Background: an optimization exercise with open tools, aiming at small area, a short achievable clock period and few clock cycles. Do not read the settings as production practice.
Only simulation tests tie the RTL to the original design; equivalence was not proved.

==> flow/design.v (excerpt) <==
module ahb1_refill (
    input  wire        clk,
    input  wire        rst,         
    input  wire        start,       
    input  wire        half,        
    input  wire        depth32,     
    input  wire        wave,        
    input  wire [31:0] inc,         
    output wire        ready,
    output wire        done,
    output wire [31:0] phase,
    output wire        mem_we,
    output wire [9:0]  mem_addr,
    output wire [15:0] mem_wdata
);
    reg        idle_r;      
    reg        done_r;
    reg        wait_r;      
    reg        pre_r;       
    reg        we_r;
    reg [9:0]  addr_r;      
    reg [15:0] wd_r;
    reg [29:0] ph_r;        
    reg [30:0] inc_r;       
    reg        depth_r;
    reg        wave_r;
    reg [25:0] r1;          
    reg [47:0] r2;
    wire [29:0] ph_next;
    wire [25:0] sv;
    wire        sst;
    wire        adv;
    phase_step u_step (.p(ph_r), .inc(inc_r), .smp(~adv), .clr(rst), .pn(ph_next), .vs(sv), .sts(sst));
    wire [25:0] front;
  ...
Size: ~170 flip-flops.
export LEC_CHECK = 0
export ABC_AREA = 1
export CAP_MARGIN = 5
export CORE_MARGIN = 2
export CORE_UTILIZATION = 70
export CTS_CLUSTER_DIAMETER = 200
export CTS_CLUSTER_SIZE = 40
export PLACE_DENSITY = 0.8
export SLEW_MARGIN = 5
create_clock -name core_clock -period 100.0 [get_ports {clk}]
standard.sh (not shown) runs the stock make flow with config.mk's settings and CLKGATE_MAP_FILE= SYNTH_SCRIPT=/design/flow/synth_recipe.tcl, a recipe that flattens the netlist after the stock synthesis.
==> flow/flow/run.sh <==
#!/bin/bash
# The standard layout (the standard.sh), with two changes to how it is
# made: the ports are buffered with buf_2 rather than the resizer's default
# choice, and repair_timing aims at a setup slack of at least
# SETUP_SLACK_MARGIN ns at the design's own clock period and constraints.
set -euo pipefail
export SETUP_SLACK_MARGIN=79
export BUFFER_PORTS_ARGS="-buffer_cell sky130_fd_sc_hd__buf_2"
bash standard.sh > standard_flow.log 2>&1
Testbench counts at the start, summed over its fixed seeds: cycles 49,672.
Then changed:
--- a/flow/flow/run.sh
+++ b/flow/flow/run.sh
@@ -7 +7 @@
-export SETUP_SLACK_MARGIN=79
+export SETUP_SLACK_MARGIN=79.15
CORE_UTILIZATION = 60   (was 70)
CTS_CLUSTER_DIAMETER = unset   (was 200)
CTS_CLUSTER_SIZE = unset   (was 40)
PLACE_DENSITY = 0.7   (was 0.8)
Result:
- The changed run produced a clean layout
- register-to-register slack is worse by 0.14 ns
- clock skew climbs by 0.0062 ns
- setup slack gets worse by 0.022 ns
- die area increases by about 16%
- first-iteration DRC count decreases by 2.4%
- wire length grows by 1.1%
- global-route usage goes down by 5.7 points
Then changed:
--- a/flow/flow/run.sh
+++ b/flow/flow/run.sh
@@ -7 +7 @@
-export SETUP_SLACK_MARGIN=79.15
+export SETUP_SLACK_MARGIN=79
CORE_UTILIZATION = 70   (was 60)
CTS_CLUSTER_DIAMETER = 150   (was unset)
CTS_CLUSTER_SIZE = 25   (was unset)
PLACE_DENSITY = 0.8   (was 0.7)
Effect: Die area came out lower by about 14%; routed wire length came out lower by about 1.1%; setup slack improves by 0.022 ns; fmax hardly moves; clock-buffer cell count came out lower by 1; synthesized area stays the same; worst hold slack improves by 0.0034 ns.
Then changed:
CTS_CLUSTER_DIAMETER = unset   (was 150)
CTS_CLUSTER_SIZE = unset   (was 25)
Count of clock-buffer cells in the layout stays the same.
First-iteration DRC count does not change.
Maximum frequency does not change.
Die area stays the same.
Design area does not change.
Hold slack stays the same.
Synthesized area stays the same.

========
ahb1_refill, a different RTL version from the one above (not shown whole).
For scale: about 3200 cells after synthesis, roughly 170 flip-flops, about 24000 sq um of cells after synthesis.
==> flow/config.mk <==
export PLATFORM = sky130hd
export DESIGN_NAME = ahb1_refill
export DESIGN_NICKNAME = ahb1_refill
export VERILOG_FILES = /design/flow/design.v
export SDC_FILE = /design/flow/constraint.sdc
export NUM_CORES = 4
export LEC_CHECK = 0
export ABC_AREA = 1
export CAP_MARGIN = 20
export CORE_MARGIN = 2
export CORE_UTILIZATION = 60
export PLACE_DENSITY = 0.7
export SLEW_MARGIN = 20
==> flow/constraint.sdc <==
create_clock -name core_clock -period 100.0 [get_ports {clk}]
set_input_delay 20.0000 -clock core_clock [delete_from_list [all_inputs] [get_ports {clk}]]
set_output_delay 20.0000 -clock core_clock [all_outputs]
set_load 0.01 [all_outputs]
==> flow/flow/run.sh <==
#!/bin/bash
# The standard layout (the standard.sh), with two changes to how it is
# made: the ports are buffered with buf_2 rather than the resizer's default
# choice, and repair_timing aims at a setup slack of at least
# SETUP_SLACK_MARGIN ns at the design's own clock period and constraints.
set -euo pipefail
export SETUP_SLACK_MARGIN=79
export BUFFER_PORTS_ARGS="-buffer_cell sky130_fd_sc_hd__buf_2"
bash standard.sh > standard_flow.log 2>&1
The first run completed without violations.
Testbench counts at the start, summed over its fixed seeds: cycles 49,544.
Then changed:
==> flow/run.sh (new file) <==
#!/bin/bash
# synth_recipe.tcl (not shown) runs the flow's synth.tcl, then flattens the netlist and writes it again
# the make line also repeats each setting of config.mk as NAME=value (left out here)
make -C /OpenROAD-flow-scripts/flow DESIGN_CONFIG=/design/flow/config.mk WORK_HOME=/design/flow/orfs CLKGATE_MAP_FILE= SYNTH_SCRIPT=/design/flow/synth_recipe.tcl finish
removed: flow/flow/run.sh
removed: flow/standard.sh
Global-route usage goes down by 0.11 points.
Maximum frequency drops by a few percent.
Utilization fell by 0.22 points.
Worst hold slack gains 0.024 ns.
Synthesized area stays the same.
Cell area fell slightly.
Register-to-register slack got worse by 2.4 ns.
Clock-buffer cell count does not change.

========
RTL: one of the versions met above, not the one the previous note started from.
Size: about 3000 cells after synthesis, about 99 I/O pins, roughly 23000 um2 of cells after synthesis.
Design ahb1_refill, start of the top module:
module ahb1_refill (
    input  wire        clk,
    input  wire        rst,         
    input  wire        start,       
    input  wire        half,        
    input  wire        depth32,     
    input  wire        wave,        
    input  wire [31:0] inc,         
    output wire        ready,
    output wire        done,
    output wire [31:0] phase,
    output wire        mem_we,
    output wire [9:0]  mem_addr,
    output wire [15:0] mem_wdata
);
Settings: LEC_CHECK=0, ABC_AREA=1, CAP_MARGIN=0, CORE_MARGIN=2, CORE_UTILIZATION=60, PLACE_DENSITY=0.7, SLEW_MARGIN=0; clock period 100.0 ns.
==> flow/flow/run.sh <==
#!/bin/bash
# The standard layout (the standard.sh), with two changes to how it is
# made: the ports are buffered with buf_2 rather than the resizer's default
# choice, and repair_timing aims at a setup slack of at least
# SETUP_SLACK_MARGIN ns at the design's own clock period and constraints.
set -euo pipefail
export SETUP_SLACK_MARGIN=79
export BUFFER_PORTS_ARGS="-buffer_cell sky130_fd_sc_hd__buf_2"
bash standard.sh > standard_flow.log 2>&1
Testbench counts at the start, summed over its fixed seeds: cycles 49,672.
Change:
Settings changed: CAP_MARGIN 0 to 5, SLEW_MARGIN 0 to 5.
Effect: The new run went through all stages and came out clean. Global-route usage does not change. Routed wire length is unchanged. Sequential share of layout area is unchanged. Worst setup slack is unchanged. Final cell count is unchanged. Fmax does not change. Final area does not change.
Change:
Settings changed: CAP_MARGIN 5 to 20, SLEW_MARGIN 5 to 20.
=> The new run completed without violations. Die area stays the same. Final cell count hardly moves. Worst setup slack barely changes. Synthesized area does not change. Routed wire length hardly moves. Non-clock buffer count increases by 8.

static timing again, ports no longer ideal:
No port has a modelled driver above. Below, the same layouts with a new extraction and two added sets of constraints.
Step 1 assumes that a clkbuf_16 drives the clock port and a buf_2 every other input.
Step 2 times the ports against the registers' clock, not the clock port: input delays grow and output delays shrink by t, the midpoint of the rising clock arrivals with the driver on.
Slacks: no drivers / after step 1 / after step 2; pairs: no drivers / after step 1.
run	shift t [ns]	setup WS [ns]	latest minus earliest clock arrival (ns)	worst slew at a driven data input, ns	pins driven straight from the clock port
the first run of note 1	0.498	78.903 / 78.849 / 78.554	0.011 / 0.011	0.04	1
the second run of note 1	0.503	78.882 / 78.826 / 78.770	0.018 / 0.018	0.05	1
the third run of note 1	0.498	78.903 / 78.849 / 78.554	0.011 / 0.011	0.04	1
the fourth run of note 1	0.498	78.903 / 78.849 / 78.554	0.011 / 0.011	0.04	1
the first run of note 2	0.513	78.986 / 78.927 / 78.734	0.018 / 0.018	0.05	1
the second run of note 2	0.515	77.563 / 77.563 / 77.563	0.014 / 0.014	0.05	1
the first run of note 3	0.496	78.904 / 78.855 / 78.638	0.018 / 0.019	0.04	1
the second run of note 3	0.496	78.904 / 78.855 / 78.638	0.018 / 0.019	0.04	1
the third run of note 3	0.499	78.905 / 78.856 / 78.632	0.017 / 0.018	0.04	1
After both steps every run listed still meets setup and hold.
